Context: an optimization exercise on an open-source flow, tuned for small area, a short achievable clock period and few clock cycles per item. The choices shown serve that exercise and are no tape-out recipe. In this exercise RTL edits were held to simulation tests only and were not proved equivalent to the original. Power is estimated from default activity; no workload was simulated.

==> flow/design.v <==
module bitwriter_unit (
  input             clk,
  input             rst,
  input             cmd_valid,
  output            cmd_ready,
  input      [7:0]  cmd_op,
  input      [63:0] cmd_arg0,
  input      [31:0] cmd_arg1,
  output            m_valid,
  output     [7:0]  m_data,
  input             m_ready,
  input      [1:0]  m_resp,
  input      [63:0] m_pos,
  input      [63:0] m_len,
  input             m_seekable,
  output reg        m_close,
  output            l_valid,
  output     [7:0]  l_data,
  input             l_ready,
  input      [1:0]  l_resp,
  input      [63:0] l_pos,
  input      [63:0] l_len,
  input             l_seekable,
  output reg        l_close,
  output            rsp_valid,
  output     [3:0]  rsp_status,
  output     [63:0] rsp_res
);
  localparam ST_OK       = 4'd0;
  localparam ST_EOS      = 4'd1;
  localparam ST_INVALID  = 4'd3;
  localparam ST_ILLSTATE = 4'd4;
  localparam ST_IOERR    = 4'd6;
  localparam ST_ILLCMD   = 4'd7;
  localparam ST_NOTSUPP  = 4'd8;
  reg        att_m, att_l;
  reg [7:0]  buf_m, buf_l;
  reg [3:0]  cur_m, cur_l;
  reg        busy;
  reg        e_l;         
  reg        e_last;      
  reg        e_rep;       
  reg        e_x;         
  reg [7:0]  e_m;         
  reg [7:0]  e_r;         
  reg [63:0] e_dat;       
  reg [7:0]  e_head;      
  reg [3:0]  e_cur;       
  reg        e_first;     
  reg        e_flush;     
  reg        e_close;     
  reg        r_valid;
  reg [3:0]  r_status;
  reg [3:0]  r_sel;       
  reg [3:0]  r_cur;
  wire       e_rdy  = e_l ? l_ready : m_ready;
  wire [1:0] e_resp = e_l ? l_resp  : m_resp;
  wire [70:0] e_ext = {7'd0, e_dat};
  reg  [14:0] e_win;
  reg  [7:0]  e_byte;
  integer i;
  always @* begin
    e_win = 15'd0;
    for (i = 0; i < 8; i = i + 1)
      e_win = e_win | ({15{e_m[i]}} & e_ext[8*i +: 15]);
    e_byte = 8'd0;
    for (i = 0; i < 8; i = i + 1)
      e_byte = e_byte | ({8{e_r[i]}} & e_win[i +: 8]);
  end
  wire [7:0] e_keep = !e_first ? 8'hFF : (e_flush ? 8'h00 : (8'hFF >> e_cur));
  wire [7:0] e_hd   = e_first ? e_head : 8'h00;
  wire [7:0] x_byte = (e_byte & e_keep) | e_hd;
  wire e_go   = busy && e_rdy;
  wire e_fail = e_go && (e_resp != 2'd0);
  wire e_done = e_go && (e_resp == 2'd0) && e_last;
  assign m_valid = busy && !e_l;
  assign l_valid = busy && e_l;
  assign m_data  = x_byte;
  assign l_data  = {x_byte[0], x_byte[1], x_byte[2], x_byte[3],
                    x_byte[4], x_byte[5], x_byte[6], x_byte[7]};
  assign cmd_ready = !busy || (e_done && !e_close);
  wire   acc       = cmd_valid && cmd_ready;
  wire        u      = (cmd_op[7:4] == 4'h5);
  wire [3:0]  fn     = cmd_op[3:0];
  wire        op_ok  = ((cmd_op[7:4] == 4'h3) || u) && (fn <= 4'd8);
  wire        att    = u ? att_l : att_m;
  wire [7:0]  wbuf   = u ? buf_l : buf_m;
  wire [3:0]  wcur   = u ? cur_l : cur_m;
  wire        seek   = u ? l_seekable : m_seekable;
  wire        f_open  = (fn == 4'd0);
  wire        f_bit   = (fn == 4'd1);
  wire        f_b32   = (fn == 4'd2);
  wire        f_b64   = (fn == 4'd3);
  wire        f_rep   = (fn == 4'd4);
  wire        f_pos   = (fn == 4'd5) || (fn == 4'd6);
  wire        f_write = f_bit || f_b32 || f_b64 || f_rep;
  wire        f_fl    = (fn == 4'd7) || (fn == 4'd8);
  wire        neg     = cmd_arg1[31];
  wire        bad     = (f_b32 && (neg || (cmd_arg1[30:5] != 26'd0))) ||
                        (f_b64 && (neg || (cmd_arg1[30:6] != 25'd0))) ||
                        (f_rep && neg);
  wire        zero    = !f_bit && (cmd_arg1 == 32'd0);
  wire        rep     = f_bit || f_rep;
  wire        v       = cmd_arg0[0];
  wire [2:0]  nl      = f_bit ? 3'd1 : cmd_arg1[2:0];
  wire [27:0] nh      = f_bit ? 28'd0 : cmd_arg1[30:3];
  wire        nh0     = (nh[27:1] == 27'd0);
  reg  [3:0]  s;
  integer j;
  always @* begin
    s = 4'd0;
    for (j = 0; j < 8; j = j + 1)
      if (nl == j) s = (u ? {1'b0, cur_l[2:0]} : {1'b0, cur_m[2:0]}) + j;
  end
  wire [2:0]  r       = s[2:0];
  wire        k0      = !s[3] && nh0 && !nh[0];              
  wire        k1      = s[3] ? (nh0 && !nh[0]) : (nh0 && nh[0]);   
  wire        w_go    = op_ok && att && f_write && !bad && !zero && !wcur[3];
  wire        fl_go   = op_ok && att && f_fl;
  wire        emit    = (w_go && !k0) || (fl_go && (wcur != 4'd0));
  wire [7:0]  topr    = ~(8'hFF >> r);
  wire [7:0]  topc    = ~(8'hFF >> wcur[2:0]);
  reg  [7:0]  tbits;
  always @* begin
    case (r)
      3'd1: tbits = {cmd_arg0[0],   7'd0};
      3'd2: tbits = {cmd_arg0[1:0], 6'd0};
      3'd3: tbits = {cmd_arg0[2:0], 5'd0};
      3'd4: tbits = {cmd_arg0[3:0], 4'd0};
      3'd5: tbits = {cmd_arg0[4:0], 3'd0};
      3'd6: tbits = {cmd_arg0[5:0], 2'd0};
      3'd7: tbits = {cmd_arg0[6:0], 1'd0};
      default: tbits = 8'd0;
    endcase
    if (rep) tbits = {8{v}};
  end
  wire [7:0]  nbuf    = k0 ? (wbuf | (tbits & topr & ~topc)) : (tbits & topr);
  reg [3:0] st;
  always @* begin
    if (!op_ok)               st = ST_ILLCMD;
    else if (f_open)          st = ST_OK;
    else if (!att)            st = ST_ILLSTATE;
    else if (f_write) begin
      if (bad)                st = ST_INVALID;
      else if (zero)          st = ST_OK;
      else if (wcur[3])       st = ST_ILLSTATE;
      else                    st = ST_OK;
    end
    else if (f_pos && !seek)  st = ST_NOTSUPP;
    else                      st = ST_OK;
  end
  wire        e_res = e_fail || (e_done && !e_close);
  assign rsp_valid  = r_valid || e_res;
  assign rsp_status = e_res ? (e_fail ? (e_resp[1] ? ST_IOERR : ST_EOS) : ST_OK) : r_status;
  wire [60:0] rp    = ({61{r_sel[0]}} & m_pos[60:0]) | ({61{r_sel[1]}} & m_len[60:0]) |
                      ({61{r_sel[2]}} & l_pos[60:0]) | ({61{r_sel[3]}} & l_len[60:0]);
  assign rsp_res    = {rp + {60'd0, r_cur[3]}, r_cur[2:0]};
  wire [27:0] e_inc = e_dat[27:0] + 28'd1;
  always @(posedge clk) begin
    if (rst) begin
      att_m <= 1'b0; buf_m <= 8'd0; cur_m <= 4'd0;
      att_l <= 1'b0; buf_l <= 8'd0; cur_l <= 4'd0;
      busy    <= 1'b0;
      r_valid <= 1'b0;
      m_close <= 1'b0;
      l_close <= 1'b0;
    end else begin
      r_valid <= 1'b0;
      m_close <= 1'b0;
      l_close <= 1'b0;
      if (e_go) begin
        e_first <= 1'b0;
        if (e_rep) begin
          e_x <= 1'b0;
          if (!e_x) e_dat[27:0] <= e_inc[27:0];
          e_last <= e_x ? (e_dat[27:0] == 28'hFFFFFFE) : (e_dat[27:0] == 28'hFFFFFFD);
        end else begin
          e_m    <= {1'b0, e_m[7:1]};
          e_last <= e_m[1];
        end
        if (e_fail || e_last) busy <= 1'b0;
        if (e_fail) begin
          if (e_l) begin att_l <= 1'b1; buf_l <= x_byte; cur_l <= e_flush ? e_cur : 4'd8; end
          else     begin att_m <= 1'b1; buf_m <= x_byte; cur_m <= e_flush ? e_cur : 4'd8; end
        end else if (e_last && e_close) begin
          r_valid  <= 1'b1;
          r_status <= ST_OK;
          if (e_l) l_close <= 1'b1; else m_close <= 1'b1;
        end
      end
      if (cmd_ready) begin
        r_status <= st;
        r_sel    <= {u && fn[1], u && !fn[1], !u && fn[1], !u && !fn[1]};
        r_cur    <= wcur;
        e_l      <= u;
        e_rep    <= rep;
        e_x      <= s[3];
        e_m      <= fl_go ? 8'd1 : rep ? 8'b0100_0000 :
                    (s[3] ? (8'd1 << nh[2:0]) : ((8'd1 << nh[2:0]) >> 1));
        e_last   <= fl_go || k1;
        e_r      <= 8'd1 << r;
        e_dat    <= rep ? {{16{v}}, cmd_arg0[47:28], ~nh} : cmd_arg0;
        e_head   <= wbuf;
        e_cur    <= wcur;
        e_first  <= 1'b1;
        e_flush  <= fl_go;
        e_close  <= fn[3];
      end
      if (acc) begin
        r_valid  <= !emit;
        if (emit) busy <= 1'b1;
        if (op_ok) begin
          if (f_open) begin
            if (u) begin att_l <= 1'b1; buf_l <= 8'd0; cur_l <= 4'd0; end
            else   begin att_m <= 1'b1; buf_m <= 8'd0; cur_m <= 4'd0; end
          end else if (w_go) begin
            if (u) begin buf_l <= nbuf; cur_l <= {1'b0, r}; end
            else   begin buf_m <= nbuf; cur_m <= {1'b0, r}; end
          end else if (fl_go) begin
            if (u) begin att_l <= 1'b0; buf_l <= 8'd0; cur_l <= 4'd0; end
            else   begin att_m <= 1'b0; buf_m <= 8'd0; cur_m <= 4'd0; end
            if (wcur == 4'd0 && fn[3]) begin
              if (u) l_close <= 1'b1; else m_close <= 1'b1;
            end
          end
        end
      end
    end
  end
endmodule
==> flow/flow/run.sh <==
#!/bin/bash
# Standard ORFS layout, with the port buffers made from buf_1 cells instead of the
# default choice; the full make output goes to standard.log.
set -euo pipefail
export BUFFER_PORTS_ARGS="-buffer_cell sky130_fd_sc_hd__buf_1"
bash standard.sh > standard.log 2>&1
==> flow/standard.sh <==
#!/bin/bash
# synth_recipe.tcl (not shown) runs the flow's synth.tcl, then flattens the netlist and writes it again
# the make line also repeats each setting of config.mk as NAME=value (left out here)
make -C /OpenROAD-flow-scripts/flow DESIGN_CONFIG=/design/flow/config.mk WORK_HOME=/design/flow/orfs CLKGATE_MAP_FILE= SYNTH_SCRIPT=/design/flow/synth_recipe.tcl "${@:-finish}"
==> flow/config.mk <==
export PLATFORM = sky130hd
export DESIGN_NAME = bitwriter_unit
export DESIGN_NICKNAME = bitwriter_unit
export VERILOG_FILES = /design/flow/design.v
export SDC_FILE = /design/flow/constraint.sdc
export NUM_CORES = 4
export LEC_CHECK = 0
export CAP_MARGIN = 20
export CORE_MARGIN = 2
export CORE_UTILIZATION = 40
export SETUP_SLACK_MARGIN = 1.5
export SLEW_MARGIN = 20
==> flow/constraint.sdc <==
create_clock -name core_clock -period 5.0 [get_ports {clk}]
set_input_delay 1.0000 -clock core_clock [delete_from_list [all_inputs] [get_ports {clk}]]
set_output_delay 1.0000 -clock core_clock [all_outputs]
set_load 0.01 [all_outputs]
==> metrics.md, run 1 <==
| Metric | Value |
|---|---|
| DRT antenna net count | 0 |
| Total congestion overflow | 0 |
| Die outline width | 177 um |
| Distinct cells, synth | 103 |
| Clock latency on the worst-skew pair | 0.44 ns |
| Share of cells above drive strength 1 | 0.301 |
| Most repeated cell in the gate-level netlist after synthesis | sky130_fd_sc_hd__a22oi_1 |
| Largest family of logic cells by synthesized area | compound AO/OA/AOI/OAI gates |
| I/O pin total | 461 |
| Detailed-route wire length per cell | 23.0 um |
| Worst Path Required | 4.00 ns |
| Largest cells by area after synthesis | sky130_fd_sc_hd__edfxtp_1 27%, sky130_fd_sc_hd__a22oi_1 11%, sky130_fd_sc_hd__dfxtp_1 5.0% |
| Detailed-routing iteration count for the pre-antenna-repair pass | 6 |
| Worst stage delay on the critical path | 0.43 ns |
| Highest net fanout along the worst path | 4 |
| Proportion of synthesized area in mux cells | 0.0204 |
| Crit. End Element | primary output |
| Post-Route WL | 54000 um |
| Max frequency | 0.233 GHz |
| Total negative slack for setup checks | 0 ns |
| Final total power | 3.90 mW |
| Number of clock sinks | 136 |
| Min Hold Slack | 0.522 ns |
| Predominant post-synthesis flop cell | sky130_fd_sc_hd__edfxtp_1 |
| Unrepaired setup endpoints after global routing | true |
| Slowest library cell on the worst path | sky130_fd_sc_hd__or3b_4 |
| Initial antenna violation count | 5 |
| Share of the synthesized area in compound gates (AO/OA/AOI/OAI) | 0.299 |
| First-pass GRT wire length | 75500 um |
| Period Utilization, post-route | 0.857 |
| DR vias/cell | 6.02 |
| Share of synthesized flip-flops with an asynchronous set or reset | 0 |
| Number of nets in the synthesized netlist | 1766 |
| Status | complete, no violations |
| Bufs on Longest Clock Path | 2 |
| DRC violations left | 0 |
| Count of final setup violators | 0 |
| Post-synthesis share of cell area spent on xor and xnor gates | 0.0660 |
| Area of the core | 29600 um2 |
| Placement Rows | 63 |
| Area Growth Syn to Fin | 49.7% |
| List of cells traversed by the critical path | buf_1 -> a22oi_1 -> a22o_1 -> nand4b_4 -> or3b_4 -> nand4b_4 -> or2_4 -> nor4b_4 -> xnor2_2 -> buf_2 |
| Number of enable flip-flop cells after synthesis | 106 |
| Buffering stage count on the worst path with inverters included | 2 |
| Total instance count after detailed placement | 2145 |
| Crit-path most repeated cell | sky130_fd_sc_hd__nand4b_4 |
| # H-tree levels | 4 |
| Max-slew violations | 0 |
| Reported leakage power | 6.73 nW |
| Number of fill cells in the layout | 2594 |
| Final Critical Period | 4.29 ns |
| # hold bufs at CTS | 0 |
| Routability congestion estimate | 0.946 |
| Flip-flop and latch count after synthesis | 136 |
| Number of instances in the synthesized netlist | 1382 |
| Simple logic cell fraction of the synthesized area | 0.212 |
| Clock tree from TritonCTS | done |
| Max_cap viols | 0 |
| Vias after detailed routing | 14200 |
| Clock buffer count from CTS | 17 |
| Starting utilization of the core area | 0.405 |
| Final Hold Viols | 0 |
| Type of the setup path with the least slack | in2out |
| Synth warnings | 1 |
| CP Data Arrival Time | 3.29 ns |
| Cell types with the highest counts after synthesis | 171 x sky130_fd_sc_hd__a22oi_1, 155 x sky130_fd_sc_hd__nand2_1, 123 x sky130_fd_sc_hd__nor2_1, 106 x sky130_fd_sc_hd__edfxtp_1, 70 x sky130_fd_sc_hd__clkbuf_1 |
| Power density over the cells | 217 nW/um2 |
| Clock input transition at the sequential cells of the worst setup and hold paths | 0.06 ns |
| Maximum number of pins on one net before global-route repair | 56 |
| Worst-Margin Slew | 0.981 ns |
| Net count, final | 2330 |
| Mapped Avg Cell Area | 8.66 um2 |
| Global routing usage summed across all routing layers | 0.319 |
| Startpoint type of the worst setup path | primary input |
| Vertical die dimension | 177 um |
| Hold crit path type | reg2reg |
| Share of the yosys chip area belonging to registers | 0.316 |
| Area of placed instances | 14300 um2 |
| Post-Synth Adder-Cell Area | 0.0136 |
| DPL Wire Length | 38700 um |
| Post-route insts no fill | 2352 |
| Portion of synthesized cell area occupied by the leading cell type | 0.266 |
| Family with the most delay on the worst path | simple AND/OR/NAND/NOR gates |
| Final Instance Area | 17900 um2 |
| Post-synth top area cell | sky130_fd_sc_hd__edfxtp_1 |
| Slew Limit Headroom | 0.344 |
| Number of buffers added on ports | 448 |
| Vias in the first global route | 12900 |
| Die Area | 31300 um2 |
| Peak VDD IR | 0.219 mV |
| Clock root buffer | sky130_fd_sc_hd__clkbuf_16 |
| Initial DRC count | 1653 |
| Synthesized area | 12000 um2 |
| Setup skew after layout | 0.00771 ns |
[where the power goes]
group,internal [mW],leakage (nW),switching (mW),total [mW]
combinational,0.612,5.17,0.715,1.33
clock,0.684,0.271,0.513,1.20
sequential,1.29,1.29,0.0802,1.37
total,2.59,6.73,1.31,3.90
[cell families (layout without fill, tap and decap cells)]
family / Yosys count / in the layout
adders and majority gates: 13 / 13
xor gates and xnor gates: 88 / 88
buffers and inverters: 152 / 728
DFF: 136 / 136
and+or+nand+nor: 497 / 498
muxes: 22 / 22
other: 0 / 3
AOI/OAI and AO/OA: 474 / 474
[stage by stage]
stage / utilization / worst slack, ns
after floorplan: - / 0.505
after global placement: 0.484 / 0.255
after detailed placement: 0.484 / 0.198
after CTS: 0.565 / 0.693
after global routing: 0.606 / 0.610
final: 0.606 / 0.714
[placed cells by master (no fill, tap or decap), types with 9 or more instances in the layout]
master,Yosys,final
sky130_fd_sc_hd__a21o_1,26,24
sky130_fd_sc_hd__xnor2_2,0,13
sky130_fd_sc_hd__buf_4,18,157
sky130_fd_sc_hd__clkbuf_16,0,19
sky130_fd_sc_hd__buf_2,7,40
sky130_fd_sc_hd__buf_12,2,14
sky130_fd_sc_hd__nor4_1,10,10
sky130_fd_sc_hd__a21oi_2,0,12
sky130_fd_sc_hd__xnor2_4,1,9
sky130_fd_sc_hd__a21oi_1,63,51
sky130_fd_sc_hd__inv_1,27,20
sky130_fd_sc_hd__edfxtp_1,106,106
sky130_fd_sc_hd__xnor2_1,45,24
sky130_fd_sc_hd__nor2_2,0,9
sky130_fd_sc_hd__a2111oi_0,29,29
sky130_fd_sc_hd__nor2_1,123,98
sky130_fd_sc_hd__a22oi_2,5,36
sky130_fd_sc_hd__o21ai_0,35,28
sky130_fd_sc_hd__a22o_1,26,19
sky130_fd_sc_hd__nand2_2,1,14
sky130_fd_sc_hd__nand3_1,44,36
sky130_fd_sc_hd__nand2_1,155,138
sky130_fd_sc_hd__a221oi_1,16,9
sky130_fd_sc_hd__nor3_1,32,21
sky130_fd_sc_hd__buf_6,11,68
sky130_fd_sc_hd__nor2_4,1,17
sky130_fd_sc_hd__buf_1,5,375
sky130_fd_sc_hd__dfxtp_1,30,30
sky130_fd_sc_hd__nand4_1,32,32
sky130_fd_sc_hd__xor2_1,42,37
sky130_fd_sc_hd__a22oi_1,171,140
sky130_fd_sc_hd__nand2b_4,1,10
sky130_fd_sc_hd__mux2i_1,11,9
[worst paths after layout]
check	start	to	slack [ns]	depth (start not counted)
setup / recovery	m_len[7]	rsp_res[63]	0.71	10
setup reg to reg	cur_m[0]$_SDFF_PP0_	buf_l[7]$_SDFF_PP0_	1.90	16
hold / removal	buf_m[4]$_SDFF_PP0_	buf_m[4]$_SDFF_PP0_	0.52	2
hold reg to reg	buf_m[4]$_SDFF_PP0_	buf_m[4]$_SDFF_PP0_	0.52	2
[sequential cells by signal, indices dropped and copies added (netlist names), 3 cells and up]
| register | count |
|---|---|
| cur_m | 4 |
| e_head | 8 |
| e_m | 8 |
| buf_m | 8 |
| e_dat | 64 |
| e_r | 8 |
| buf_l | 8 |
| r_status | 3 |
| cur_l | 4 |
| r_sel | 4 |
| e_cur | 4 |
[what timing repair did]
item,in CTS,in global routing
buffers inserted,111,55
setup endpoints to repair,111,111
gates cloned,3,3
endpoints found under the hold margin,0,0
gates resized for setup,241,171
pin swaps,99,82
[worst reg2reg max path, delay by kind of cell, from the launching register on]
kind / cells / cell delay [ns]
AOI/OAI and AO/OA: 6 / 0.99
adders and majority gates: 2 / 0.39
buffers and inverters: 5 / 0.47
DFF: 1 / 0.31
muxes: 1 / 0.32
and+or+nand+nor: 2 / 0.54
[layout make-up]
class	instances	area, um2	share of cell area
multi-input combinational	1095	8870	0.495
clock buffer	17	425	0.0237
inverter	30	139	0.00775
sequential	136	3780	0.211
tap	390	488	0.0272
clock inverter	15	128	0.00712
timing repair buffer	666	4070	0.227
antenna	3	7.51	0.000419
[metal layers]
| metal | share of wire | track usage | routed length [um] | vias up |
|---|---|---|---|---|
| met1 | 0.39 | 0.407 | 20800 | 6746 |
| li1 | - | - | - | 6471 |
| met5 | 0.00052 | 0 | 28 | - |
| met3 | 0.083 | 0.0558 | 4460 | 134 |
| met2 | 0.49 | 0.533 | 26300 | 802 |
| met4 | 0.045 | 0.130 | 2410 | 4 |
Testbench counts, summed over its fixed seeds: cycles 7,958, items 4,000.
==> run 2, diff against run 1 <==
--- a/flow/config.mk
+++ b/flow/config.mk
@@ -8,5 +8,5 @@
 export CAP_MARGIN = 20
 export CORE_MARGIN = 2
 export CORE_UTILIZATION = 40
-export SETUP_SLACK_MARGIN = 1.5
+export SETUP_SLACK_MARGIN = 2.0
 export SLEW_MARGIN = 20
==> run 2 against run 1 <==
  * Cell area grew 5.4%
  * Sequential power about the same
  * Setup slack lost 0.046 ns
  * Synthesized area unchanged
  * Total power increased by 1.8%
  * Cell count is 2.3% higher
  * Core utilization increased by 3.3 points
  * Flip-flop and latch count unchanged
  * Count of clock-buffer cells in the layout rose by 1
  * Via count up 1.2%
  * Hold slack gained 0.019 ns
  * Clock skew increased by 0.0021 ns
  * Critical path type is now reg2out
  * Highest routed layer unchanged
==> metrics.md, run 2 <==
| Metric | Value |
|---|---|
| Mapped Avg Cell Area | 8.66 um2 |
| Setup skew after layout | 0.00981 ns |
| # H-tree levels | 4 |
| Clock tree from TritonCTS | done |
| Bufs on Longest Clock Path | 2 |
| Synthesized area | 12000 um2 |
| Clock buffer count from CTS | 17 |
| Most used cells in the layout excluding fill and tap cells | 361 x sky130_fd_sc_hd__buf_1, 170 x sky130_fd_sc_hd__buf_4, 138 x sky130_fd_sc_hd__a22oi_1 |
| Post-synth top area cell | sky130_fd_sc_hd__edfxtp_1 |
| CP Data Arrival Time | 3.33 ns |
| Total negative slack for setup checks | 0 ns |
| Clock root buffer | sky130_fd_sc_hd__clkbuf_16 |
| DR vias/cell | 5.95 |
| DPL Wire Length | 38700 um |
| Number of enable flip-flop cells after synthesis | 106 |
| Post-synthesis share of cell area spent on xor and xnor gates | 0.0660 |
| Portion of synthesized cell area occupied by the leading cell type | 0.266 |
| Area of placed instances | 14400 um2 |
| Clock input transition at the sequential cells of the worst setup and hold paths | 0.06 ns |
| Hold crit path type | reg2reg |
| Vias in the first global route | 13000 |
| Largest cells by area after synthesis | sky130_fd_sc_hd__edfxtp_1 27%, sky130_fd_sc_hd__a22oi_1 11%, sky130_fd_sc_hd__dfxtp_1 5.0% |
| Reported leakage power | 7.23 nW |
| Die outline width | 177 um |
| Unrepaired setup endpoints after global routing | true |
| # hold bufs at CTS | 0 |
| Max frequency | 0.231 GHz |
| Starting utilization of the core area | 0.405 |
| Startpoint type of the worst setup path | flop |
| Register ranked first by flip-flop count | e_dat |
| Simple logic cell fraction of the synthesized area | 0.212 |
| Detailed-routing iteration count for the pre-antenna-repair pass | 7 |
| Flip-flop and latch count after synthesis | 136 |
| Crit. End Element | primary output |
| Clock latency on the worst-skew pair | 0.43 ns |
| Share of the synthesized area in compound gates (AO/OA/AOI/OAI) | 0.299 |
| Pre-CTS setup slack | 0.185 ns |
| Share of the yosys chip area belonging to registers | 0.316 |
| Area Growth Syn to Fin | 57.8% |
| Maximum number of pins on one net before global-route repair | 43 |
| Setup crit end | rsp_res[63] |
| Max FFs per register | 64 |
| Slew Limit Headroom | 0.329 |
| Global routing usage summed across all routing layers | 0.318 |
| Die Area | 31300 um2 |
| Largest family of logic cells by synthesized area | compound AO/OA/AOI/OAI gates |
| Number of nets in the synthesized netlist | 1766 |
| Critical R2R Capture | buf_m[7]$_SDFF_PP0_ |
| Final worst slack | 0.667 ns |
| Share of synthesized flip-flops with an asynchronous set or reset | 0 |
| First-pass GRT wire length | 75700 um |
| DRC violations left | 0 |
| Number of buffers added on ports | 448 |
| Type of the setup path with the least slack | reg2out |
| Vias after detailed routing | 14300 |
| Launch point of the critical path | r_sel[0]$_DFFE_PP_ |
| Synth warnings | 1 |
| Max-slew violations | 0 |
| Max_cap viols | 0 |
| Highest net fanout along the worst path | 5 |
| Net count, final | 2383 |
| Cell types with the highest counts after synthesis | 171 x sky130_fd_sc_hd__a22oi_1, 155 x sky130_fd_sc_hd__nand2_1, 123 x sky130_fd_sc_hd__nor2_1, 106 x sky130_fd_sc_hd__edfxtp_1, 70 x sky130_fd_sc_hd__clkbuf_1 |
| Post-route insts no fill | 2407 |
| Total congestion overflow | 0 |
| Initial DRC count | 1618 |
| Number of fill cells in the layout | 2485 |
| Distinct cells, synth | 103 |
| Count of final setup violators | 0 |
| Area of the core | 29600 um2 |
| Final Hold Viols | 0 |
| Power density over the cells | 210 nW/um2 |
| Post-Synth Adder-Cell Area | 0.0136 |
| Post-Route WL | 54300 um |
| Routability congestion estimate | 0.941 |
| DRT antenna net count | 0 |
| Cells on worst reg2reg path | 9 |
| Status | complete, no violations |
| Placement Rows | 63 |
| Worst-Margin Slew | 1.00 ns |
| Commonest non-fill, non-tap cell in the layout | sky130_fd_sc_hd__buf_1 |
| Worst Path Required | 4.00 ns |
| Total instance count after detailed placement | 2141 |
| Final Critical Period | 4.33 ns |
| I/O pin total | 461 |
| Proportion of synthesized area in mux cells | 0.0204 |
| Number of instances in the synthesized netlist | 1382 |
| Period Utilization, post-route | 0.867 |
| Share of cells above drive strength 1 | 0.343 |
| Vertical die dimension | 177 um |
| Predominant post-synthesis flop cell | sky130_fd_sc_hd__edfxtp_1 |
| Initial antenna violation count | 6 |
| Number of clock sinks | 136 |
| Startpoint of the most critical register-to-register path | e_l$_DFFE_PP_ |
| Most repeated cell in the gate-level netlist after synthesis | sky130_fd_sc_hd__a22oi_1 |
| Detailed-route wire length per cell | 22.6 um |
| Reg2reg setup slack | 2.02 ns |
| Peak VDD IR | 0.247 mV |
| Final Instance Area | 18900 um2 |
==> run 2: changes by cell type in the layout (fill, tap and decap cells not counted), sizes merged <==
cell	previous run	this run
buf	663	706
bufbuf	0	6
clkbuf	20	24
clkinvlp	3	6
clkinv	10	8
diode	3	5
inv	31	29
a21boi	5	6
==> run 2: worst min path at each step <==
stage / from / endpoint / cells past startpoint
5_1_grt: buf_l[4]$_SDFF_PP0_ / buf_l[4]$_SDFF_PP0_ / 2
2_1_floorplan: att_m$_SDFF_PP0_ / att_m$_SDFF_PP0_ / 2
3_5_place_dp: cur_l[3]$_SDFF_PP0_ / cur_l[3]$_SDFF_PP0_ / 2
6_report: buf_l[4]$_SDFF_PP0_ / buf_l[4]$_SDFF_PP0_ / 2
4_1_cts: cur_m[3]$_SDFF_PP0_ / cur_m[3]$_SDFF_PP0_ / 2
3_3_place_gp: cur_m[3]$_SDFF_PP0_ / cur_m[3]$_SDFF_PP0_ / 2
==> run 2: stage by stage <==
stage / total power [mW] / hold slack (ns) / utilization
global route: 4.09 / 0.577 / 0.639
global placement: 2.33 / 0.488 / 0.488
finish: 3.97 / 0.541 / 0.639
floorplan: 2.00 / 0.463 / -
detailed placement: 2.34 / 0.497 / 0.488
CTS: 3.78 / 0.535 / 0.586
==> run 2: final cells by class <==
| type | count | area [um2] | area share |
|---|---|---|---|
| antenna | 5 | 12.5 | 0.000663 |
| clock buffer | 18 | 429 | 0.0227 |
| clock inverter | 14 | 123 | 0.00650 |
| inverter | 30 | 144 | 0.00762 |
| multi-input combinational | 1096 | 9120 | 0.483 |
| sequential | 136 | 3780 | 0.200 |
| tap | 390 | 488 | 0.0259 |
| timing repair buffer | 718 | 4770 | 0.253 |
==> run 2: cell families after synthesis <==
group	Yosys count
and+or+nand+nor	497
AOI/OAI and AO/OA	474
buffers and inverters	152
DFF	136
xor gates and xnor gates	88
muxes	22
adders and majority gates	13
==> run 2: layer usage <==
metal  wire (um)  part of all wire  track usage  vias to the layer above
met5          13           0.00024            0                        -
met4        2280             0.042        0.137                        2
met3        4860             0.090       0.0670                      131
met2       25900              0.48        0.518                      820
met1       21200              0.39        0.408                     6808
li1            -                 -            -                     6571
==> run 2: critical path, stage by stage (launching register included) <==
cell and delay [ns]:
sky130_fd_sc_hd__edfxtp_1 0.36, sky130_fd_sc_hd__buf_4 0.12, sky130_fd_sc_hd__buf_6 0.12, sky130_fd_sc_hd__buf_12 0.13, sky130_fd_sc_hd__a22oi_2 0.07, sky130_fd_sc_hd__nand2_2 0.07, sky130_fd_sc_hd__ha_4 0.14, sky130_fd_sc_hd__ha_4 0.14
sky130_fd_sc_hd__nand4_1 0.17, sky130_fd_sc_hd__or3b_4 0.44, sky130_fd_sc_hd__nand4b_4 0.19, sky130_fd_sc_hd__or2_4 0.30, sky130_fd_sc_hd__nor4b_4 0.31, sky130_fd_sc_hd__xnor2_2 0.16, sky130_fd_sc_hd__buf_2 0.18
==> run 2: what timing repair did <==
action                     4_1_cts  5_1_grt
setup buffers                  137       80
pin swaps                      107      118
resized for setup              292      206
cloned                           8        4
setup endpoints to repair      165      184
==> run 2: report_power, final <==
group | internal [mW] | switching [mW] | total, mW
clock network | 0.685 | 0.513 | 1.20
registers | 1.29 | 0.0786 | 1.37
logic | 0.668 | 0.731 | 1.40
total | 2.64 | 1.32 | 3.97
==> run 3, diff against run 2 <==
--- a/flow/design.v
+++ b/flow/design.v
@@ -49,10 +49,12 @@
   reg        e_first;     
   reg        e_flush;     
   reg        e_close;     
+  reg        e_pm;        
   reg        r_valid;
   reg [3:0]  r_status;
   reg [3:0]  r_sel;       
-  reg [3:0]  r_cur;
+  reg        r_inc;       
+  reg [2:0]  r_cur;
   wire       e_rdy  = e_l ? l_ready : m_ready;
   wire [1:0] e_resp = e_l ? l_resp  : m_resp;
   wire [70:0] e_ext = {7'd0, e_dat};
@@ -70,11 +72,11 @@
   wire [7:0] e_keep = !e_first ? 8'hFF : (e_flush ? 8'h00 : (8'hFF >> e_cur));
   wire [7:0] e_hd   = e_first ? e_head : 8'h00;
   wire [7:0] x_byte = (e_byte & e_keep) | e_hd;
-  wire e_go   = busy && e_rdy;
+  wire e_go   = busy && !e_pm && e_rdy;
   wire e_fail = e_go && (e_resp != 2'd0);
   wire e_done = e_go && (e_resp == 2'd0) && e_last;
-  assign m_valid = busy && !e_l;
-  assign l_valid = busy && e_l;
+  assign m_valid = busy && !e_pm && !e_l;
+  assign l_valid = busy && !e_pm && e_l;
   assign m_data  = x_byte;
   assign l_data  = {x_byte[0], x_byte[1], x_byte[2], x_byte[3],
                     x_byte[4], x_byte[5], x_byte[6], x_byte[7]};
@@ -117,6 +119,7 @@
   wire        k1      = s[3] ? (nh0 && !nh[0]) : (nh0 && nh[0]);   
   wire        w_go    = op_ok && att && f_write && !bad && !zero && !wcur[3];
   wire        fl_go   = op_ok && att && f_fl;
+  wire        p8_go   = op_ok && att && f_pos && seek && wcur[3];
   wire        emit    = (w_go && !k0) || (fl_go && (wcur != 4'd0));
   wire [7:0]  topr    = ~(8'hFF >> r);
   wire [7:0]  topc    = ~(8'hFF >> wcur[2:0]);
@@ -154,7 +157,17 @@
   assign rsp_status = e_res ? (e_fail ? (e_resp[1] ? ST_IOERR : ST_EOS) : ST_OK) : r_status;
   wire [60:0] rp    = ({61{r_sel[0]}} & m_pos[60:0]) | ({61{r_sel[1]}} & m_len[60:0]) |
                       ({61{r_sel[2]}} & l_pos[60:0]) | ({61{r_sel[3]}} & l_len[60:0]);
-  assign rsp_res    = {rp + {60'd0, r_cur[3]}, r_cur[2:0]};
+  reg  [60:0] r_flip;
+  reg  [5:0]  rp_ones;
+  integer q;
+  always @* begin
+    for (q = 0; q < 61; q = q + 1)
+      r_flip[q] = r_inc && (q <= e_dat[5:0]);
+    rp_ones = 6'd61;
+    for (q = 60; q >= 0; q = q - 1)
+      if (!rp[q]) rp_ones = q;
+  end
+  assign rsp_res    = {rp ^ r_flip, r_cur};
   wire [27:0] e_inc = e_dat[27:0] + 28'd1;
   always @(posedge clk) begin
     if (rst) begin
@@ -168,6 +181,13 @@
       r_valid <= 1'b0;
       m_close <= 1'b0;
       l_close <= 1'b0;
+      if (busy && e_pm) begin
+        e_dat[5:0] <= rp_ones;
+        r_inc    <= 1'b1;
+        r_valid  <= 1'b1;
+        r_status <= ST_OK;
+        busy     <= 1'b0;
+      end
       if (e_go) begin
         e_first <= 1'b0;
         if (e_rep) begin
@@ -191,7 +211,9 @@
       if (cmd_ready) begin
         r_status <= st;
         r_sel    <= {u && fn[1], u && !fn[1], !u && fn[1], !u && !fn[1]};
-        r_cur    <= wcur;
+        r_inc    <= 1'b0;
+        r_cur    <= wcur[3] ? 3'd0 : wcur[2:0];
+        e_pm     <= p8_go;
         e_l      <= u;
         e_rep    <= rep;
         e_x      <= s[3];
@@ -207,8 +229,8 @@
         e_close  <= fn[3];
       end
       if (acc) begin
-        r_valid  <= !emit;
-        if (emit) busy <= 1'b1;
+        r_valid  <= !emit && !p8_go;
+        if (emit || p8_go) busy <= 1'b1;
         if (op_ok) begin
           if (f_open) begin
             if (u) begin att_l <= 1'b1; buf_l <= 8'd0; cur_l <= 4'd0; end
--- a/flow/config.mk
+++ b/flow/config.mk
@@ -8,5 +8,5 @@
 export CAP_MARGIN = 20
 export CORE_MARGIN = 2
 export CORE_UTILIZATION = 40
-export SETUP_SLACK_MARGIN = 2.0
+export SETUP_SLACK_MARGIN = 1.5
 export SLEW_MARGIN = 20
==> run 3 against run 2 <==
  * Highest routed layer unchanged
  * Still clean on timing, DRC and antenna
  * Critical path type unchanged
  * First-iteration DRC count is 6.1% higher
  * Flip-flop and latch count increased by 6
  * Sequential share of layout area is 4.3 points higher
  * Clock skew rose by 0.0055 ns
  * Combinational power is 14% lower
  * Clock power up 5%
  * Die area increased by 2.7%
==> metrics.md, run 3 <==
| Metric | Value |
|---|---|
| Vias in the first global route | 13300 |
| Vias after detailed routing | 14800 |
| Sw frac | 0.356 |
| Number of buffers added on ports | 448 |
| Worst stage delay on the critical path | 0.49 ns |
| Buffering stage count on the worst path with inverters included | 4 |
| Crit. End Element | primary output |
| Share of the yosys chip area belonging to registers | 0.322 |
| Mapped Avg Cell Area | 8.23 um2 |
| Global routing usage summed across all routing layers | 0.365 |
| Area of placed instances | 14300 um2 |
| Setup skew after layout | 0.0153 ns |
| Startpoint type of the worst setup path | flop |
| Max_cap viols | 0 |
| Period Utilization, post-route | 0.728 |
| Net switching power of the design | 1.38 mW |
| Area of the core | 30400 um2 |
| Die Area | 32200 um2 |
| Type of the setup path with the least slack | reg2out |
| Total negative slack for setup checks | 0 ns |
| Initial antenna violation count | 7 |
| Maximum number of pins on one net before global-route repair | 62 |
| Slew Limit Headroom | 0.278 |
| # hold bufs at CTS | 0 |
| Clock buffer count from CTS | 17 |
| List of cells traversed by the critical path | buf_6 -> a222oi_1 -> buf_4 -> a31oi_2 -> a2111oi_4 -> a32oi_2 -> a21oi_2 -> inv_2 -> buf_6 |
| Clock tree from TritonCTS | done |
| Post-synth top area cell | sky130_fd_sc_hd__edfxtp_1 |
| Number of enable flip-flop cells after synthesis | 112 |
| Reported leakage power | 5.84 nW |
| Bufs on Longest Clock Path | 2 |
| Most used cells in the layout excluding fill and tap cells | 436 x sky130_fd_sc_hd__buf_1, 168 x sky130_fd_sc_hd__nand2_1, 166 x sky130_fd_sc_hd__a22oi_1 |
| DRC violations left | 0 |
| Detailed-routing iteration count for the pre-antenna-repair pass | 6 |
| DRT antenna net count | 0 |
| Min Hold Slack | 0.501 ns |
| Total congestion overflow | 0 |
| DR vias/cell | 6.24 |
| Final Instance Area | 16300 um2 |
| Clock input transition at the sequential cells of the worst setup and hold paths | 0.06 ns |
| Share of cells above drive strength 1 | 0.156 |
| Power density over the cells | 238 nW/um2 |
| Detailed-route wire length per cell | 25.7 um |
| Die outline width | 179 um |
| Largest family of logic cells by synthesized area | compound AO/OA/AOI/OAI gates |
| Final Util | 0.536 |
| Pre-CTS setup slack | 0.490 ns |
| Distinct cells, synth | 88 |
| Starting utilization of the core area | 0.404 |
| Hold crit path type | reg2reg |
| # H-tree levels | 4 |
| Largest cells by area after synthesis | sky130_fd_sc_hd__edfxtp_1 27%, sky130_fd_sc_hd__a22oi_1 12%, sky130_fd_sc_hd__nand2_1 5.2% |
| Final Hold Viols | 0 |
| Status | complete, no violations |
| Initial DRC count | 1717 |
| Peak VDD IR | 0.261 mV |
| Post-Synth Adder-Cell Area | 0.0132 |
| Commonest non-fill, non-tap cell in the layout | sky130_fd_sc_hd__buf_1 |
| Max-slew violations | 0 |
| Proportion of synthesized area in mux cells | 0.0236 |
| Share of the synthesized area in compound gates (AO/OA/AOI/OAI) | 0.318 |
| Net count, final | 2341 |
| Predominant post-synthesis flop cell | sky130_fd_sc_hd__edfxtp_1 |
| Slowest library cell on the worst path | sky130_fd_sc_hd__a222oi_1 |
| Final worst slack | 1.36 ns |
| Cell types with the highest counts after synthesis | 192 x sky130_fd_sc_hd__a22oi_1, 170 x sky130_fd_sc_hd__nand2_1, 121 x sky130_fd_sc_hd__nor2_1, 112 x sky130_fd_sc_hd__edfxtp_1, 94 x sky130_fd_sc_hd__clkbuf_1 |
| Area Growth Syn to Fin | 32.7% |
| Count of final setup violators | 0 |
| Synth warnings | 1 |
| Worst Path Required | 4.00 ns |
| DPL Wire Length | 47300 um |
| Clock root buffer | sky130_fd_sc_hd__clkbuf_16 |
| Number of nets in the synthesized netlist | 1877 |
| Crit-path most repeated cell | sky130_fd_sc_hd__buf_6 |
| Synthesized area | 12300 um2 |
| Vertical die dimension | 179 um |
| Number of clock sinks | 142 |
| First-pass GRT wire length | 85400 um |
| Post-Route WL | 61000 um |
| Number of instances in the synthesized netlist | 1493 |
| Max frequency | 0.275 GHz |
| Portion of synthesized cell area occupied by the leading cell type | 0.274 |
| Unrepaired setup endpoints after global routing | true |
| Clock latency on the worst-skew pair | 0.44 ns |
| Flip-flop and latch count after synthesis | 142 |
| Sequential cell fraction of total power | 0.363 |
| Internal Power | 2.50 mW |
| Worst-Margin Slew | 1.06 ns |
| Post-synthesis share of cell area spent on xor and xnor gates | 0.0640 |
| Register ranked first by flip-flop count | e_dat |
| Share of synthesized flip-flops with an asynchronous set or reset | 0 |
| Final Critical Period | 3.64 ns |
| I/O pin total | 461 |
| Proportion of power drawn by the clock network | 0.325 |
| Highest net fanout along the worst path | 7 |
| Routability congestion estimate | 0.976 |
| Placement Rows | 64 |
| Max FFs per register | 64 |
| Family with the most delay on the worst path | compound AO/OA/AOI/OAI gates |
| Part of the total power dissipated in combinational logic | 0.312 |
| Most repeated cell in the gate-level netlist after synthesis | sky130_fd_sc_hd__a22oi_1 |
| Simple logic cell fraction of the synthesized area | 0.203 |
| CP Data Arrival Time | 2.64 ns |
## run 3: cell count changes after synthesis, moves of 10 or more
cell | before | now
sky130_fd_sc_hd__o21ai_0 | 35 | 74
sky130_fd_sc_hd__clkbuf_1 | 70 | 94
sky130_fd_sc_hd__a22oi_1 | 171 | 192
sky130_fd_sc_hd__nand2_1 | 155 | 170
sky130_fd_sc_hd__nor2b_1 | 10 | 22
sky130_fd_sc_hd__a22o_1 | 26 | 16
sky130_fd_sc_hd__and2_1 | 8 | 18
sky130_fd_sc_hd__xnor2_1 | 45 | 55
## run 3: logic make-up (layout without fill, tap and decap cells)
group / Yosys count / count (layout)
buffers and inverters: 164 / 641
AOI/OAI and AO/OA: 543 / 543
DFF: 142 / 142
and+or+nand+nor: 516 / 516
adders and majority gates: 13 / 13
xor gates and xnor gates: 89 / 89
other: 0 / 5
muxes: 26 / 26
## run 3: power by group through the flow
stage	logic (mW)	clock network, mW	registers [mW]
4_1_cts	1.11	1.27	1.40
5_1_grt	1.28	1.32	1.41
3_5_place_dp	1.01	0	1.45
2_1_floorplan	0.600	0	1.39
3_3_place_gp	1.01	0	1.45
6_report	1.21	1.26	1.41
## run 3: final timing paths
path	depth (start not counted)	slack [ns]	startpoint	to
worst max-delay path	9	1.36	e_m[1]$_DFFE_PP_	m_data[3]
worst min-delay path	2	0.50	cur_m[3]$_SDFF_PP0_	cur_m[3]$_SDFF_PP0_
worst max register to register	10	1.74	r_sel[2]$_DFFE_PP_	e_dat[0]$_DFFE_PN_
worst min register to register	2	0.50	cur_m[3]$_SDFF_PP0_	cur_m[3]$_SDFF_PP0_
## run 3: worst min-delay path, delay by kind of cell (launching register included)
kind | cells | cell delay, ns
AO/OA/AOI/OAI | 1 | 0.05
flip-flops | 1 | 0.31
AND/OR/NAND/NOR | 1 | 0.09
## run 3: layout make-up
cell class	count	area, um2
multi-input cells	1187	8370
clock buffers	23	500
flip-flops and latches	142	3960
repair buffers	572	2740
fillers	3008	14100
inverters	37	160
well taps	396	495
diodes	5	12.5
clock inverters	9	70.1
## run 3: stage by stage
stage | total power [mW] | cells
after floorplan | 1.99 | 1493
after global placement | 2.45 | 2245
after detailed placement | 2.46 | 2245
after CTS | 3.77 | 2334
after global routing | 4.01 | 2371
final | 3.88 | 2371
## run 3: what timing repair did
item / in CTS / in global routing
resized for setup: 39 / 125
setup buffers: 57 / 32
pin swaps: 23 / 58
setup endpoints to repair: 106 / 73
## run 3: metal layers
layer | GRT usage | part of all wire | vias to the layer above
met5 | 0 | 0.00020 | -
met4 | 0.253 | 0.068 | 2
met3 | 0.0655 | 0.090 | 145
met2 | 0.561 | 0.45 | 892
met1 | 0.465 | 0.39 | 7075
li1 | - | - | 6683
Testbench counts of run 3, summed over its fixed seeds: cycles 7,958, items 4,000.
==> run 4, diff against run 3 <==
--- a/flow/config.mk
+++ b/flow/config.mk
@@ -8,5 +8,6 @@
 export CAP_MARGIN = 20
 export CORE_MARGIN = 2
 export CORE_UTILIZATION = 40
+export PLACE_DENSITY = 0.75
 export SETUP_SLACK_MARGIN = 1.5
 export SLEW_MARGIN = 20
==> run 4 against run 3 <==
  * Core utilization rose by 0.41 points
  * Hold slack improved by 0.0035 ns
  * Largest power group unchanged
  * Largest cell class unchanged
  * Clock power rose by 7%
  * First-iteration DRC count increased by 9.3%
  * Via count increased by 2.3%
  * Setup slack better by 0.011 ns
  * Sequential share of layout area down 0.18 points
  * Count of clock-buffer cells in the layout shrank 6
  * Critical path type unchanged
  * Flip-flop and latch count unchanged
==> metrics.md, run 4 <==
| Metric | Value |
|---|---|
| Post-Route WL | 60900 um |
| Worst-Margin Slew | 1.11 ns |
| Internal Power | 2.59 mW |
| Vias in the first global route | 13600 |
| Clock tree from TritonCTS | done |
| I/O pin total | 461 |
| Synthesized area | 12300 um2 |
| Die Area | 32200 um2 |
| Part of the total power dissipated in combinational logic | 0.306 |
| Share of cells above drive strength 1 | 0.156 |
| Number of clock sinks | 142 |
| Predominant post-synthesis flop cell | sky130_fd_sc_hd__edfxtp_1 |
| DRT antenna net count | 0 |
| Hold crit path type | reg2reg |
| Proportion of power drawn by the clock network | 0.340 |
| Reported leakage power | 5.93 nW |
| Min Hold Slack | 0.504 ns |
| Total negative slack for setup checks | 0 ns |
| # hold bufs at CTS | 0 |
| Maximum number of pins on one net before global-route repair | 62 |
| Detailed-route wire length per cell | 25.5 um |
| DRC violations left | 0 |
| Distinct cells, synth | 88 |
| Clock buffer count from CTS | 17 |
| Commonest non-fill, non-tap cell in the layout | sky130_fd_sc_hd__buf_1 |
| Max_cap viols | 0 |
| Mapped Avg Cell Area | 8.23 um2 |
| Starting utilization of the core area | 0.404 |
| Max FFs per register | 64 |
| Slew Limit Headroom | 0.239 |
| Most repeated cell in the gate-level netlist after synthesis | sky130_fd_sc_hd__a22oi_1 |
| Largest cells by area after synthesis | sky130_fd_sc_hd__edfxtp_1 27%, sky130_fd_sc_hd__a22oi_1 12%, sky130_fd_sc_hd__nand2_1 5.2% |
| Synth warnings | 1 |
| Global routing usage summed across all routing layers | 0.362 |
| Routability congestion estimate | 1.00 |
| Power density over the cells | 242 nW/um2 |
| Detailed-routing iteration count for the pre-antenna-repair pass | 8 |
| Max-slew violations | 0 |
| DR vias/cell | 6.35 |
| First-pass GRT wire length | 85300 um |
| Sequential cell fraction of total power | 0.354 |
| Net switching power of the design | 1.39 mW |
| Bufs on Longest Clock Path | 2 |
| Post-synth top area cell | sky130_fd_sc_hd__edfxtp_1 |
| Share of synthesized flip-flops with an asynchronous set or reset | 0 |
| Initial antenna violation count | 10 |
| Crit. End Element | primary output |
| Number of buffers added on ports | 448 |
| Clock input transition at the sequential cells of the worst setup and hold paths | 0.06 ns |
| Area Growth Syn to Fin | 33.7% |
| Die outline width | 179 um |
| Final worst slack | 1.37 ns |
| Sw frac | 0.350 |
| Area of the core | 30400 um2 |
| Pre-CTS setup slack | 0.618 ns |
| # H-tree levels | 4 |
| Type of the setup path with the least slack | reg2out |
| Portion of synthesized cell area occupied by the leading cell type | 0.274 |
| Vertical die dimension | 179 um |
| DPL Wire Length | 45900 um |
| Final total power | 3.98 mW |
| Highest net fanout along the worst path | 5 |
| Most used cells in the layout excluding fill and tap cells | 434 x sky130_fd_sc_hd__buf_1, 174 x sky130_fd_sc_hd__a22oi_1, 169 x sky130_fd_sc_hd__nand2_1 |
| Flip-flop and latch count after synthesis | 142 |
| CP Data Arrival Time | 2.63 ns |
| Number of instances in the synthesized netlist | 1493 |
| Worst Path Required | 4.00 ns |
| Clock latency on the worst-skew pair | 0.42 ns |
| Net count, final | 2351 |
| Period Utilization, post-route | 0.726 |
| Register ranked first by flip-flop count | e_dat |
| Final Critical Period | 3.63 ns |
| Clock root buffer | sky130_fd_sc_hd__clkbuf_16 |
| Peak VDD IR | 0.198 mV |
| Count of final setup violators | 0 |
| Initial DRC count | 1876 |
| Number of nets in the synthesized netlist | 1877 |
| Number of enable flip-flop cells after synthesis | 112 |
| Vias after detailed routing | 15100 |
| Unrepaired setup endpoints after global routing | true |
| Share of the yosys chip area belonging to registers | 0.322 |
| Setup skew after layout | 0.00921 ns |
| Total congestion overflow | 0 |
| Startpoint type of the worst setup path | flop |
| Final Hold Viols | 0 |
| Status | complete, no violations |
| Placement Rows | 64 |
| Cell types with the highest counts after synthesis | 192 x sky130_fd_sc_hd__a22oi_1, 170 x sky130_fd_sc_hd__nand2_1, 121 x sky130_fd_sc_hd__nor2_1, 112 x sky130_fd_sc_hd__edfxtp_1, 94 x sky130_fd_sc_hd__clkbuf_1 |
| Max frequency | 0.275 GHz |
[run 4: stage by stage]
step	cell area, um2	utilization	cells
after floorplan	12400	-	1493
after global placement	14300	0.470	2243
after detailed placement	14300	0.470	2243
after CTS	15600	0.514	2341
after global routing	16400	0.540	2381
final	16400	0.540	2385
[run 4: path summary, 6_finish.rpt]
| check | start | to | slack, ns | cells after the start |
|---|---|---|---|---|
| min | cur_l[3]$_SDFF_PP0_ | cur_l[3]$_SDFF_PP0_ | 0.50 | 2 |
| max reg2reg | e_l$_DFFE_PP_ | e_dat[25]$_DFFE_PP_ | 1.51 | 6 |
| max | e_m[1]$_DFFE_PP_ | l_data[0] | 1.37 | 9 |
| min reg2reg | cur_l[3]$_SDFF_PP0_ | cur_l[3]$_SDFF_PP0_ | 0.50 | 2 |
[run 4: final cells by class]
class	count	area [um2]
Inverter	37	158
Clock buffer	17	425
Antenna cell	9	22.5
Clock inverter	15	183
Fill cell	2824	14000
Tap cell	396	495
Multi-Input combinational cell	1187	8290
Timing Repair Buffer	582	2910
Sequential cell	142	3960
[run 4: critical path, cell delays in order (launching register included)]
cell and delay (ns):
sky130_fd_sc_hd__edfxtp_1 0.49, sky130_fd_sc_hd__buf_6 0.18, sky130_fd_sc_hd__buf_6 0.12, sky130_fd_sc_hd__a222oi_1 0.32
sky130_fd_sc_hd__nand3_1 0.30, sky130_fd_sc_hd__a22oi_1 0.25, sky130_fd_sc_hd__nand4_1 0.17, sky130_fd_sc_hd__a22oi_2 0.19
sky130_fd_sc_hd__inv_2 0.07, sky130_fd_sc_hd__buf_6 0.12
[run 4: power groups by stage]
stage / combinational [mW] / clock, mW / sequential (mW)
4_1_cts: 1.10 / 1.35 / 1.41
3_3_place_gp: 0.981 / 0 / 1.46
2_1_floorplan: 0.600 / 0 / 1.39
3_5_place_dp: 0.990 / 0 / 1.46
6_report: 1.22 / 1.35 / 1.41
5_1_grt: 1.29 / 1.40 / 1.41
[run 4: kinds of logic (layout without fill, tap and decap cells)]
family | after synthesis | count (layout) | share of synthesized area
muxes | 26 | 26 | 0.0236
AOI/OAI and AO/OA | 543 | 543 | 0.318
and+or+nand+nor | 516 | 516 | 0.203
xor gates and xnor gates | 89 | 89 | 0.0640
adders and majority gates | 13 | 13 | 0.0132
other | 0 | 9 | 0
DFF | 142 | 142 | 0.322
buffers and inverters | 164 | 651 | 0.0560
[run 4: metal layers]
layer | track usage | vias to the layer above | routed length, um
met2 | 0.572 | 1095 | 27800
met3 | 0.0704 | 189 | 5940
met5 | 0 | - | 18
met4 | 0.244 | 2 | 4510
met1 | 0.447 | 7149 | 22700
li1 | - | 6705 | -
[run 4: repair_timing]
item	4_1_cts	5_1_grt
resized for setup	46	109
pin swaps	28	50
gates cloned	0	1
endpoints found under the setup margin	100	79
buffers inserted	66	34
==> run 5, diff against run 4 <==
--- a/flow/config.mk
+++ b/flow/config.mk
@@ -5,9 +5,9 @@
 export SDC_FILE = /design/flow/constraint.sdc
 export NUM_CORES = 4
 export LEC_CHECK = 0
-export CAP_MARGIN = 20
+export CAP_MARGIN = 10
 export CORE_MARGIN = 2
 export CORE_UTILIZATION = 40
-export PLACE_DENSITY = 0.75
+export CTS_BUF_LIST = sky130_fd_sc_hd__clkbuf_4 sky130_fd_sc_hd__clkbuf_8
 export SETUP_SLACK_MARGIN = 1.5
-export SLEW_MARGIN = 20
+export SLEW_MARGIN = 10
==> run 5 against run 4 <==
  * Still clean on timing, DRC and antenna
  * Synthesized area unchanged
  * First-iteration DRC count shrank 3.8%
  * Sequential share of layout area up 0.58 points
  * Critical path type unchanged
  * Wire length increased by 0.13%
  * Via count down 2.4%
  * Flip-flop and latch count is the same
==> metrics.md, run 5 <==
| Metric | Value |
|---|---|
| Status | complete, no violations |
| Number of clock sinks | 142 |
| Area Growth Syn to Fin | 30.6% |
| Total congestion overflow | 0 |
| Total negative slack for setup checks | 0 ns |
| Cell types with the highest counts after synthesis | 192 x sky130_fd_sc_hd__a22oi_1, 170 x sky130_fd_sc_hd__nand2_1, 121 x sky130_fd_sc_hd__nor2_1, 112 x sky130_fd_sc_hd__edfxtp_1, 94 x sky130_fd_sc_hd__clkbuf_1 |
| Clock buffer count from CTS | 17 |
| DRC violations left | 0 |
| Vias after detailed routing | 14800 |
| Die Area | 32200 um2 |
| Synth warnings | 1 |
| Source of the worst hold timing path | cur_m[3]$_SDFF_PP0_ |
| Max frequency | 0.267 GHz |
| Initial antenna violation count | 6 |
| Max-slew violations | 0 |
| Detailed-routing iteration count for the pre-antenna-repair pass | 8 |
| Number of enable flip-flop cells after synthesis | 112 |
| Predominant post-synthesis flop cell | sky130_fd_sc_hd__edfxtp_1 |
| Flip-flop and latch count after synthesis | 142 |
| Slew Limit Headroom | 0.287 |
| DPL Wire Length | 47300 um |
| DRT antenna net count | 0 |
| Period Utilization, post-route | 0.749 |
| Placement Rows | 64 |
| Worst-case hold path end point | cur_m[3]$_SDFF_PP0_ |
| DR vias/cell | 6.24 |
| Register ranked first by flip-flop count | e_dat |
| Crit. End Element | primary output |
| Power density over the cells | 225 nW/um2 |
| Post-route insts no fill | 2366 |
| Max_cap viols | 0 |
| Startpoint type of the worst setup path | flop |
| Highest net fanout along the worst path | 7 |
| Vias in the first global route | 13300 |
| Critical R2R Capture | e_dat[0]$_DFFE_PN_ |
| Total instance count after detailed placement | 2245 |
| Bufs on Longest Clock Path | 2 |
| Die outline width | 179 um |
| First-pass GRT wire length | 85400 um |
| Area of the core | 30400 um2 |
| Share of synthesized flip-flops with an asynchronous set or reset | 0 |
| Vertical die dimension | 179 um |
| Peak VDD IR | 0.158 mV |
| Type of the setup path with the least slack | reg2out |
| Final Hold Viols | 0 |
| Most used cells in the layout excluding fill and tap cells | 435 x sky130_fd_sc_hd__buf_1, 172 x sky130_fd_sc_hd__a22oi_1, 166 x sky130_fd_sc_hd__nand2_1 |
| Post-Synth Adder-Cell Area | 0.0132 |
| Largest family of logic cells by synthesized area | compound AO/OA/AOI/OAI gates |
| Distinct cells, synth | 88 |
| Starting utilization of the core area | 0.404 |
| Clock input transition at the sequential cells of the worst setup and hold paths | 0.08 ns |
| Final total power | 3.61 mW |
| Unrepaired setup endpoints after global routing | true |
| Number of buffers added on ports | 448 |
| Number of instances in the synthesized netlist | 1493 |
| Net count, final | 2336 |
| Clock root buffer | sky130_fd_sc_hd__clkbuf_8 |
| Max FFs per register | 64 |
| Worst-Margin Slew | 1.04 ns |
| Post-synth top area cell | sky130_fd_sc_hd__edfxtp_1 |
| CP Data Arrival Time | 2.74 ns |
| Setup skew after layout | 0.0174 ns |
| Min Hold Slack | 0.516 ns |
| Count of final setup violators | 0 |
| Initial DRC count | 1804 |
| I/O pin total | 461 |
| Share of the yosys chip area belonging to registers | 0.322 |
| Post-Route WL | 61000 um |
| Simple logic cell fraction of the synthesized area | 0.203 |
| Most repeated cell in the gate-level netlist after synthesis | sky130_fd_sc_hd__a22oi_1 |
| Share of cells above drive strength 1 | 0.154 |
| Clock latency on the worst-skew pair | 0.48 ns |
| Startpoint of the most critical register-to-register path | r_sel[2]$_DFFE_PP_ |
| Post-synthesis share of cell area spent on xor and xnor gates | 0.0640 |
| Commonest non-fill, non-tap cell in the layout | sky130_fd_sc_hd__buf_1 |
| Global routing usage summed across all routing layers | 0.365 |
| Pre-CTS setup slack | 0.490 ns |
| Synthesized area | 12300 um2 |
| Cells on worst reg2reg path | 10 |
| Mapped Avg Cell Area | 8.23 um2 |
| Share of the synthesized area in compound gates (AO/OA/AOI/OAI) | 0.318 |
| Final worst slack | 1.26 ns |
| Detailed-route wire length per cell | 25.8 um |
| Portion of synthesized cell area occupied by the leading cell type | 0.274 |
| Proportion of synthesized area in mux cells | 0.0236 |
| Routability congestion estimate | 0.976 |
| Number of cells on the worst hold path | 2 |
| Number of nets in the synthesized netlist | 1877 |
| Hold crit path type | reg2reg |
| Maximum number of pins on one net before global-route repair | 62 |
| Largest cells by area after synthesis | sky130_fd_sc_hd__edfxtp_1 27%, sky130_fd_sc_hd__a22oi_1 12%, sky130_fd_sc_hd__nand2_1 5.2% |
| Final Critical Period | 3.74 ns |
| Worst Path Required | 4.00 ns |
| Clock tree from TritonCTS | done |
| Reported leakage power | 5.78 nW |
| # H-tree levels | 4 |
| Reg2reg setup slack | 1.67 ns |
==> run 5: logic make-up (layout without fill, tap and decap cells) <==
family	count (synthesis)	after routing
compound gates	543	543
flops	142	142
simple gates	516	516
fa+ha+maj	13	13
other cells	0	5
xor+xnor	89	89
mux	26	26
buf+inv	164	636
==> run 5: final cells by class <==
class | count | area, um2
diodes | 5 | 12.5
clock buffers | 21 | 270
clock inverters | 11 | 130
fillers | 3059 | 14400
inverters | 37 | 160
multi-input cells | 1187 | 8320
flip-flops and latches | 142 | 3960
well taps | 396 | 495
repair buffers | 567 | 2710
==> run 5: stage by stage <==
step / utilization / area [um2]
floorplan: - / 12400
global placement: 0.470 / 14300
detailed placement: 0.470 / 14300
CTS: 0.507 / 15400
global route: 0.528 / 16100
finish: 0.528 / 16100
==> run 5: worst max-delay path by stage <==
stage,cells after the start,startpoint,to,slack (ns)
5_1_grt,9,e_m[1]$_DFFE_PP_,m_data[3],1.13
2_1_floorplan,15,cmd_op[4],buf_l[5]$_SDFF_PP0_,1.28
6_report,9,e_m[1]$_DFFE_PP_,l_data[3],1.26
3_5_place_dp,12,cmd_op[7],buf_m[6]$_SDFF_PP0_,0.49
3_3_place_gp,16,cmd_op[4],buf_m[4]$_SDFF_PP0_,0.52
4_1_cts,8,e_m[1]$_DFFE_PP_,m_data[3],1.27
==> run 5: critical path, stage by stage, from the launching register on <==
cell and delay, ns:
sky130_fd_sc_hd__edfxtp_1 0.43, sky130_fd_sc_hd__buf_6 0.17, sky130_fd_sc_hd__a222oi_1 0.43, sky130_fd_sc_hd__nand3_1 0.27, sky130_fd_sc_hd__buf_4 0.21, sky130_fd_sc_hd__a22oi_2 0.14, sky130_fd_sc_hd__nand4_1 0.18, sky130_fd_sc_hd__a22oi_2 0.23
sky130_fd_sc_hd__inv_1 0.07, sky130_fd_sc_hd__buf_2 0.14
==> run 5: report_power, final <==
group          total [mW]  internal, mW  switching (mW)
Combinational        1.22         0.449           0.771
Clock               0.989         0.480           0.509
Sequential           1.40          1.34          0.0663
Total                3.61          2.27            1.35
==> run 5: routing by layer <==
layer | GRT usage | vias up | wire length (um)
met5 | 0 | - | 14
met3 | 0.0691 | 148 | 5570
met1 | 0.465 | 7040 | 23600
li1 | - | 6661 | -
met4 | 0.256 | 2 | 4250
met2 | 0.557 | 924 | 27500
==> run 5: repair_timing <==
item | CTS | global route
pin swaps | 24 | 34
hold buffers | 0 | 0
gates resized for setup | 50 | 99
setup buffers | 61 | 23
setup endpoints to repair | 106 | 86

port drivers added, routing unchanged:
The results above use ideal ports. As a check the final layouts listed here were re-extracted and re-timed, cells and wires unchanged.
Step 1 sets driving cells, clkbuf_16 on the clock port and buf_2 on the other inputs (assumed; they add their load-dependent delay and slew).
Step 2 moves the port delays by t, midway between the first and last clock arrival at a register: inputs arrive t later, outputs are due t later. That takes back most of the time a late clock gives input paths.
a / b / c = ideal / step 1 / step 2; a / b = the first two.
| run | shift t [ns] | slack for setup (ns) | pins driven straight from the clock port |
|---|---|---|---|
| run 1 | 0.479 | 0.714 / 0.677 / 0.470 | 1 |
| run 2 | 0.473 | 0.667 / 0.622 / 0.623 | 1 |
| run 3 | 0.480 | 1.358 / 1.310 / 1.039 | 1 |
| run 4 | 0.471 | 1.369 / 1.318 / 0.990 | 1 |
| run 5 | 0.515 | 1.256 / 1.212 / 1.039 | 1 |
After both steps setup and hold are still met in every run listed. The setup slack of run 4, which loses most, moves by -0.051 ns with the drivers and by -0.379 ns with both steps.
